Background: an optimization exercise with open tools, aiming at small area, a short achievable clock period and few clock cycles per item. Do not read the settings as production practice.
In this exercise RTL edits were held to simulation tests only and were not proved equivalent to the original.

==> design.v <==
module qam_fmul (
    input  wire [63:0] a,
    input  wire [63:0] b,
    output reg  [63:0] y
);
    localparam [63:0] QNAN = 64'h7FF8000000000000;
    wire        sa = a[63], sb = b[63];
    wire [10:0] ea = a[62:52], eb = b[62:52];
    wire [51:0] fa = a[51:0],  fb = b[51:0];
    wire        sy = sa ^ sb;
    wire a_nan  = (ea == 11'h7FF) && (fa != 0);
    wire b_nan  = (eb == 11'h7FF) && (fb != 0);
    wire a_inf  = (ea == 11'h7FF) && (fa == 0);
    wire b_inf  = (eb == 11'h7FF) && (fb == 0);
    wire a_zero = (ea == 0) && (fa == 0);
    wire b_zero = (eb == 0) && (fb == 0);
    wire [52:0] ma = {ea != 0, fa};
    wire [52:0] mb = {eb != 0, fb};
    wire [11:0] xa = (ea == 0) ? 12'd1 : {1'b0, ea};
    wire [11:0] xb = (eb == 0) ? 12'd1 : {1'b0, eb};
    wire [105:0] prod = ma * mb;
    reg  [6:0]   lz;
    reg  [105:0] pn;
    reg  signed [13:0] be;
    reg  [7:0]   sh;
    reg  [233:0] wide;
    reg  [52:0]  m53;
    reg          g, st, inc;
    reg  [53:0]  m;
    reg  [11:0]  efield;
    reg  [64:0]  pk;
    integer k;
    always @* begin
        lz = 7'd0;
        for (k = 0; k <= 105; k = k + 1)
            if (prod[k]) lz = 7'd105 - k[6:0];
        pn = prod << lz;
        be = $signed({2'b0, xa}) + $signed({2'b0, xb}) - 14'sd1022 - $signed({7'b0, lz});
        if (be >= 1)
            sh = 8'd0;
        else if (be < -120)
            sh = 8'd127;
        else
            sh = 8'd1 - be[7:0];
        wide = {pn, 128'b0} >> sh;
        m53 = wide[233:181];
        g   = wide[180];
        st  = |wide[179:0];
        inc = g & (st | m53[0]);
        m   = {1'b0, m53} + {53'b0, inc};
        efield = (be >= 1) ? (be[11:0] - 12'd1) : 12'd0;
        pk = {1'b0, efield, 52'b0} + {11'b0, m};
        if (a_nan || b_nan || (a_inf && b_zero) || (b_inf && a_zero))
            y = QNAN;
        else if (a_inf || b_inf)
            y = {sy, 11'h7FF, 52'b0};
        else if (a_zero || b_zero)
            y = {sy, 63'b0};
        else if (be > 2046 || pk[64:52] >= 13'd2047)
            y = {sy, 11'h7FF, 52'b0};
        else
            y = {sy, pk[62:0]};
    end
endmodule
module qam_fadd (
    input  wire [63:0] a,
    input  wire [63:0] b_in,
    input  wire        sub,
    output reg  [63:0] y
);
    localparam [63:0] QNAN = 64'h7FF8000000000000;
    wire [63:0] b = {b_in[63] ^ sub, b_in[62:0]};
    wire a_nan = (a[62:52] == 11'h7FF) && (a[51:0] != 0);
    wire b_nan = (b[62:52] == 11'h7FF) && (b[51:0] != 0);
    wire a_inf = (a[62:52] == 11'h7FF) && (a[51:0] == 0);
    wire b_inf = (b[62:52] == 11'h7FF) && (b[51:0] == 0);
    wire        swap = b[62:0] > a[62:0];
    wire [63:0] p = swap ? b : a;
    wire [63:0] q = swap ? a : b;
    wire        sp = p[63], sq = q[63];
    wire [52:0] mp = {p[62:52] != 0, p[51:0]};
    wire [52:0] mq = {q[62:52] != 0, q[51:0]};
    wire [11:0] xp = (p[62:52] == 0) ? 12'd1 : {1'b0, p[62:52]};
    wire [11:0] xq = (q[62:52] == 0) ? 12'd1 : {1'b0, q[62:52]};
    wire [11:0] d  = xp - xq;
    reg  [5:0]   dsh;
    reg  [119:0] qwide;
    reg  [55:0]  qal;
    reg  [56:0]  s;
    reg  [5:0]   lz;
    reg  [5:0]   k;
    reg  [56:0]  sn;
    reg  [52:0]  m53;
    reg          g, st, inc;
    reg  [53:0]  m;
    reg  [11:0]  efield;
    reg  [64:0]  pk;
    integer j;
    always @* begin
        dsh   = (d > 12'd63) ? 6'd63 : d[5:0];
        qwide = {mq, 3'b000, 64'b0} >> dsh;
        qal   = qwide[119:64] | {55'b0, |qwide[63:0]};
        if (sp == sq)
            s = {1'b0, mp, 3'b000} + {1'b0, qal};
        else
            s = {1'b0, mp, 3'b000} - {1'b0, qal};
        lz = 6'd57;
        for (j = 0; j <= 56; j = j + 1)
            if (s[j]) lz = 6'd56 - j[5:0];
        if ({6'b0, lz} <= xp) begin
            k = lz;
            efield = xp - {6'b0, lz};
        end else begin
            k = xp[5:0];
            efield = 12'd0;
        end
        sn  = s << k;
        m53 = sn[56:4];
        g   = sn[3];
        st  = |sn[2:0];
        inc = g & (st | m53[0]);
        m   = {1'b0, m53} + {53'b0, inc};
        pk = {1'b0, efield, 52'b0} + {11'b0, m};
        if (a_nan || b_nan || (a_inf && b_inf && (a[63] != b[63])))
            y = QNAN;
        else if (a_inf)
            y = a;
        else if (b_inf)
            y = b;
        else if (s == 0)
            y = {(sp == sq) ? sp : 1'b0, 63'b0};
        else if (pk[64:52] >= 13'd2047)
            y = {sp, 11'h7FF, 52'b0};
        else
            y = {sp, pk[62:0]};
    end
endmodule
module qam_engine (
    input  wire        clk,
    input  wire        rst,
    input  wire        in_valid,
    output wire        in_ready,
    input  wire        in_op,        
    input  wire [4:0]  in_bps,       
    input  wire        in_clamp,     
    input  wire [63:0] in_a,         
    input  wire [63:0] in_b,         
    input  wire [63:0] in_cos,       
    input  wire [63:0] in_sin,       
    output reg         out_valid,
    input  wire        out_ready,
    output reg  [63:0] out_x,        
    output reg  [63:0] out_y,        
    output reg  [31:0] out_word      
);
    localparam [63:0] F_HALF = 64'h3FE0000000000000;
    localparam [1:0] ST_IDLE = 2'd0, ST_RUN = 2'd1, ST_DONE = 2'd2;
    reg [1:0]  state;
    reg [3:0]  step;
    reg        op;
    reg [4:0]  bps;
    reg        clamp;
    reg [63:0] ra, rb, rc, rs;
    reg [63:0] t0, t1, t2, t3;
    assign in_ready = (state == ST_IDLE);
    reg [8:0] s;
    always @* begin
        case (bps)
            5'd1:  s = 9'd1;
            5'd3:  s = 9'd2;
            5'd5:  s = 9'd5;
            5'd7:  s = 9'd11;
            5'd9:  s = 9'd22;
            5'd11: s = 9'd45;
            5'd13: s = 9'd90;
            5'd15: s = 9'd181;
            default: s = 9'd1 << bps[4:1];
        endcase
    end
    function [63:0] half_to_f64;
        input signed [18:0] kv;
        reg    [18:0] mag;
        reg    [4:0]  p;
        reg    [51:0] frac;
        integer i;
        begin
            mag = kv[18] ? -kv : kv;
            p = 5'd0;
            for (i = 0; i < 19; i = i + 1)
                if (mag[i]) p = i[4:0];
            frac = ({33'b0, mag} << (6'd52 - {1'b0, p}));
            if (mag == 0)
                half_to_f64 = 64'd0;
            else
                half_to_f64 = {kv[18], 11'd1022 + {6'b0, p}, frac};
        end
    endfunction
    wire [15:0] v    = ra[15:0];
    wire [15:0] vdiv = v / {7'b0, s};
    wire [15:0] vmod = v % {7'b0, s};
    wire signed [18:0] k_re = $signed({2'b0, vmod, 1'b0}) - $signed({10'b0, s}) + 19'sd1;
    wire signed [18:0] k_im = $signed({2'b0, vdiv, 1'b0}) - $signed({10'b0, s}) + 19'sd1;
    wire [63:0] f_re0 = half_to_f64(k_re);
    wire [63:0] f_im0 = half_to_f64(k_im);
    wire [63:0] f_h   = half_to_f64({10'b0, s});
    reg  [63:0] mul_a, mul_b, add_a, add_b;
    reg         add_sub;
    wire [63:0] mul_y, add_y;
    qam_fmul u_mul (.a(mul_a), .b(mul_b), .y(mul_y));
    qam_fadd u_add (.a(add_a), .b_in(add_b), .sub(add_sub), .y(add_y));
    always @* begin
        mul_a = 64'd0; mul_b = 64'd0;
        add_a = 64'd0; add_b = 64'd0; add_sub = 1'b0;
        if (op) begin
            case (step)
                4'd0: begin mul_a = ra; mul_b = rc; end                  
                4'd1: begin mul_a = rb; mul_b = rs; end                  
                4'd2: begin add_a = t0; add_b = t1; end                  
                4'd3: begin mul_a = rb; mul_b = rc; end                  
                4'd4: begin mul_a = ra; mul_b = rs; end                  
                4'd5: begin add_a = t1; add_b = t2; add_sub = 1'b1; end  
                4'd6: begin add_a = t0; add_b = f_h; end                 
                4'd7: begin add_a = t0; add_b = F_HALF; add_sub = 1'b1; end  
                4'd8: begin add_a = t1; add_b = f_h; end                 
                4'd9: begin add_a = t1; add_b = F_HALF; add_sub = 1'b1; end  
                default: ;
            endcase
        end else begin
            case (step)
                4'd1: begin mul_a = t2; mul_b = rc; end                  
                4'd2: begin mul_a = t3; mul_b = rs; end                  
                4'd3: begin add_a = t0; add_b = t1; add_sub = 1'b1; end  
                4'd4: begin mul_a = t2; mul_b = rs; end                  
                4'd5: begin mul_a = t3; mul_b = rc; end                  
                4'd6: begin add_a = t1; add_b = t2; end                  
                default: ;
            endcase
        end
    end
    function [34:0] round_away;
        input [63:0] t;
        reg    [10:0] e;
        reg    [52:0] mt;
        reg    [53:0] q;
        reg    [15:0] lo;
        reg           big, neg;
        reg    [5:0]  sh;
        begin
            e  = t[62:52];
            mt = {1'b1, t[51:0]};
            if (e < 11'd1022) begin
                q = 54'd0; big = 1'b0; lo = 16'd0;
            end else if (e >= 11'd1075) begin
                q = 54'd0;
                big = 1'b1;
                lo = (e - 11'd1075 >= 11'd16) ? 16'd0 : (mt[15:0] << (e - 11'd1075));
            end else begin
                sh = 11'd1075 - e;
                q = ({1'b0, mt} + (54'd1 << (sh - 6'd1))) >> sh;
                big = (q >= 54'd131072);
                lo = q[15:0];
            end
            neg = t[63] && (big || q != 0);
            round_away = {neg, big, q[16:0], neg ? (16'd0 - lo) : lo};
        end
    endfunction
    wire [34:0] rr = round_away(t0);
    wire [34:0] ri = round_away(t1);
    wire        r_neg = rr[34], r_big = rr[33];
    wire [16:0] r_mag = rr[32:16];
    wire [15:0] r_lo  = rr[15:0];
    wire        i_neg = ri[34], i_big = ri[33];
    wire [16:0] i_mag = ri[32:16];
    wire [15:0] i_lo  = ri[15:0];
    wire nf = (t0[62:52] == 11'h7FF) || (t1[62:52] == 11'h7FF);
    wire [26:0] v_full = i_mag * s + r_mag;
    wire [16:0] two_n  = 17'd1 << bps;
    wire oor = r_neg || r_big || (r_mag >= {8'b0, s}) ||
               i_neg || i_big || (v_full >= {10'b0, two_n});
    wire [15:0] mask_n   = two_n[15:0] - 16'd1;
    wire [15:0] val_wrap = (i_lo * {7'b0, s} + r_lo) & mask_n;
    wire [8:0]  r_cl = r_neg ? 9'd0 : (r_big || r_mag >= {8'b0, s}) ? s - 9'd1 : r_mag[8:0];
    wire [8:0]  i_cl = i_neg ? 9'd0 : (i_big || i_mag >= {8'b0, s}) ? s - 9'd1 : i_mag[8:0];
    wire [15:0] val_clamp = i_cl * s + {7'b0, r_cl};
    wire [31:0] slice_word = nf ? 32'h80000000
                                : {1'b0, oor, 14'b0, clamp ? val_clamp : val_wrap};
    wire [3:0] last_step = op ? 4'd10 : 4'd6;
    always @(posedge clk) begin
        if (rst) begin
            state     <= ST_IDLE;
            step      <= 4'd0;
            out_valid <= 1'b0;
        end else begin
            case (state)
                ST_IDLE: if (in_valid) begin
                    op    <= in_op;
                    bps   <= in_bps;
                    clamp <= in_clamp;
                    ra    <= in_a;
                    rb    <= in_b;
                    rc    <= in_cos;
                    rs    <= in_sin;
                    step  <= 4'd0;
                    state <= ST_RUN;
                end
                ST_RUN: begin
                    step <= step + 4'd1;
                    if (op) begin
                        case (step)
                            4'd0: t0 <= mul_y;
                            4'd1: t1 <= mul_y;
                            4'd2: t0 <= add_y;
                            4'd3: t1 <= mul_y;
                            4'd4: t2 <= mul_y;
                            4'd5: t1 <= add_y;
                            4'd6: t0 <= add_y;
                            4'd7: t0 <= add_y;
                            4'd8: t1 <= add_y;
                            4'd9: t1 <= add_y;
                            default: ;
                        endcase
                    end else begin
                        case (step)
                            4'd0: begin t2 <= f_re0; t3 <= f_im0; end
                            4'd1: t0 <= mul_y;
                            4'd2: t1 <= mul_y;
                            4'd3: t0 <= add_y;
                            4'd4: t1 <= mul_y;
                            4'd5: t2 <= mul_y;
                            4'd6: t1 <= add_y;
                            default: ;
                        endcase
                    end
                    if (step == last_step) begin
                        if (op)
                            out_word <= slice_word;
                        else begin
                            out_x <= t0;
                            out_y <= add_y;
                        end
                        out_valid <= 1'b1;
                        state     <= ST_DONE;
                    end
                end
                ST_DONE: if (out_ready) begin
                    out_valid <= 1'b0;
                    state     <= ST_IDLE;
                end
                default: state <= ST_IDLE;
            endcase
        end
    end
endmodule
==> run.sh <==
#!/bin/bash
# synth_recipe.tcl (not shown) runs the flow's synth.tcl, then flattens the netlist and writes it again
# the make line also repeats each setting of config.mk as NAME=value (left out here)
make -C /OpenROAD-flow-scripts/flow DESIGN_CONFIG=/design/flow/config.mk WORK_HOME=/design/flow/orfs CLKGATE_MAP_FILE= SYNTH_SCRIPT=/design/flow/synth_recipe.tcl finish
==> config.mk <==
export PLATFORM = sky130hd
export DESIGN_NAME = qam_engine
export DESIGN_NICKNAME = qam_engine
export VERILOG_FILES = /design/flow/design.v
export SDC_FILE = /design/flow/constraint.sdc
export NUM_CORES = 8
export LEC_CHECK = 0
export CAP_MARGIN = 20
export CORE_MARGIN = 2
export CORE_UTILIZATION = 30
export SETUP_SLACK_MARGIN = 3
export SLEW_MARGIN = 20
==> constraint.sdc <==
create_clock -name core_clock -period 50.0 [get_ports {clk}]
set_input_delay 10.0000 -clock core_clock [delete_from_list [all_inputs] [get_ports {clk}]]
set_output_delay 10.0000 -clock core_clock [all_outputs]
set_load 0.01 [all_outputs]
==> impl_metrics.toml <==
[outcome]
status = "finished clean"

[critical_path]
slowest_delay_ns = 0.61
critical_path_arrival_ns = 44.30
cpMaxStageDelayCell = "or4_1"
critPathRequiredTime_ns = 50.59
rrSetupSlack_ns = 6.29
crit_fanout = 16
start_kind = "flip-flop"
path_common_cell = "o21a_1"
critical_path_class = "flip-flop to flip-flop"
endpoint_kind = "flip-flop"
regToRegEndpoint = "t3[51]"
ff2ff_path_depth = 195
worstReg2RegStart = "bps[2]"

[clock_network]
cts_htree_levels = 3
cts_sinks = 670
clk_latency_ns = 0.97
numCtsBuffers = 95
cts_buffer_depth = 4
cts_tree = "yes"
cts_hold_buf = 0
clk_pin_slew_ns = 0.07
root_buffer = "clkbuf_16"

[yosys]
synth.most_common_cell = "nor2_1"
async_reset_ff_share_pct = 0
synth_cell_type_count = 137
ys.flop_type = "edfxtp_1"
yosys_warnings = 3
yosysTopAreaCellShare_pct = 28.2
ys_seq_area_share_pct = 9.88
avgSynthCellArea_um2 = 7.92
synthCells = 25600
synth_edf_count = 663
netlist_top_cells_area = "fa_1, edfxtp_1, nor2_1"
netlist_area_mm2 = 0.203
yosys.area.top_type = "fa_1"
synth-seq-cells = 670
synth.top_cells.by_count = "nor2_1, inv_1, fa_1"

[floorplanning]
fp.dieH_um = 827
rows = 302
die_w_um = 827
die_area_mm2 = 0.683
coreArea_mm2 = 0.675
start_util_pct = 30.1
num_io_pins = 429

[timing]
tightest_slew_ns = 1.35
setup_viol = 0
period_share_pct = 87.4
setup_tns_ns = 0
hold_viol = 0
slew_headroom_pct = 9.21
fin_crit_ns = 43.71
clock_skew_ns = 0.128
fmax_mhz = 22.9
rsz0062_at_grt = "false"
final_max_slew_viol_count = 0

[place]
hpwl_um = 880000
gp_congestion = 1.05
io_buffer_count = 414
place_area_mm2 = 0.221

[global_routing]
antenna_found_initial = 87
grt_use_total_pct = 31.3
overflow = 0
grt_start_max_net_pins = 139
grt_pass1_vias = 201000
grt_first_pass_wirelength_um = 1550000

[drt]
vias = 208000
drt-wirelength-per-cell_um = 31.7
routed_wl_um = 1100000
ant_nets = 0
route.detailed.drc = 0
vias_per_cell = 6.00
drt_pass1_iterations = 7
drt_iter0_drc = 27200

[final_layout]
nFillCells = 71400
fin_area_mm2 = 0.225
area_delta_synth_final_pct = 10.7
layout.nets = 29900
drive_gt1_share_pct = 7.87
seqCellArea_mm2 = 0.0201
multi_input_area_mm2 = 0.166

[hold_path]
hold_depth = 2
hold_end = "out_valid"
hold_class = "flip-flop to flip-flop"
hold_start = "out_valid"

[job]
cap_violations = 0
metal layers:
metal / GRT usage, % / vias up / share of wire [%]
met5: 0.238 / - / 0.051
li1: - / 87700 / -
met4: 17.2 / 52 / 6.8
met2: 44.2 / 12800 / 40
met1: 42.1 / 105000 / 41
met3: 9.95 / 2490 / 12
flip-flops by register name, summed over array words and instances, names as in the netlist:
signal,cells
out_x,64
out_y,64
ra,64
rb,64
rc,64
rs,64
t0,64
t1,64
t2,64
t3,62
out_word,18
bps,5
step,4
state,2
clamp,1
op,1
out_valid,1
through the flow:
| stage | worst slack, ns | util, % | hold WS, ns | instances |
|---|---|---|---|---|
| final | 6.29 | 33.3 | 0.491 | 34700 |
| after global routing | 3.03 | 33.3 | 0.521 | 34600 |
| after CTS | 3.66 | 33.2 | 0.489 | 34600 |
| after detailed placement | 3.96 | 32.7 | 0.481 | 34400 |
| after global placement | 3.38 | 32.7 | 0.460 | 34400 |
| after floorplan | 7.62 | - | 0.424 | 25700 |
cell usage in the layout (no fill, tap or decap), types with 191 or more instances in the layout:
master and instances:
nor2_1 4234, inv_1 2956, fa_1 2864, nand2_1 2076, a21oi_1 1179, ha_1 1158
buf_4 1105, o21ai_0 854, edfxtp_1 663, nor3_1 580, nand3_1 576, mux2i_1 478
a22oi_1 437, clkdlybuf4s50_1 414, xnor2_1 411, a211oi_1 357, o22ai_1 280, a21o_1 259
nand4_1 239, o211ai_1 237, nor4_1 218, and2_1 213, o21a_1 204, xor2_1 191
how the worst max path moves through the flow:
stage                     startpoint      to  slack [ns]  depth (start not counted)
after global routing          bps[2]  t2[49]        3.03                        201
after floorplan               bps[2]  t3[51]        7.62                        208
final                         bps[2]  t3[51]        6.29                        195
after CTS                     bps[3]  t2[51]        3.66                        198
after detailed placement      bps[3]  t2[49]        3.96                        198
after global placement        bps[3]  t2[49]        3.38                        199
worst max-delay path, delay by kind of cell, from the launching register on:
kind | cells | cell delay, ns
mux | 7 | 2.20
buf+inv | 20 | 3.28
fa+ha+maj | 18 | 5.48
compound gates | 119 | 25.51
simple gates | 29 | 5.82
flops | 1 | 0.59
xor+xnor | 2 | 0.40
kinds of logic after synthesis:
kind of cell,count (synthesis),share of synthesized area (%)
and+or+nand+nor,9198,20.1
AOI/OAI and AO/OA,5732,19.4
buffers and inverters,4720,9.02
adders and majority gates,4024,35.4
DFF,670,9.88
muxes,656,3.53
xor gates and xnor gates,620,2.69
other,1,0.00185
what timing repair did:
item,CTS,global route
endpoints found under the setup margin,0,62
buffers inserted,0,12
gates resized for setup,0,16
final cells by class:
class	instances	share of cell area, %
antenna	57	0.0635
clock buffer	106	1.08
clock inverter	63	0.277
inverter	2979	4.98
multi-input combinational	20300	74.0
sequential	670	8.92
tap	8968	4.99
timing repair buffer	1541	5.68
Testbench counts, summed over its fixed seeds: cycles 175,932, items 16,000.

## re-timing with driven ports
No port has a modelled driver above. Below, the same layout with a new extraction and two added sets of constraints.
Step 1 assumes that a clkbuf_16 drives the clock port and a buf_2 every other input.
Step 2 moves the port delays by t, midway between the first and last clock arrival at a register: inputs arrive t later, outputs are due t later. That takes back most of the time a late clock gives input paths.
Slacks: no drivers / after step 1 / after step 2; pairs: no drivers / after step 1.
shift t [ns]: 1.026
slack for setup (ns): 6.292 / 6.292 / 6.292
hold WS [ns]: 0.491 / 0.491 / 0.491
latest minus earliest clock arrival (ns): 0.142 / 0.142
cell pins on the clock port's net: 1
After both steps setup and hold are still met in this run. The setup slack of this run moves by 0.000 ns with the drivers and by 0.000 ns with both steps.
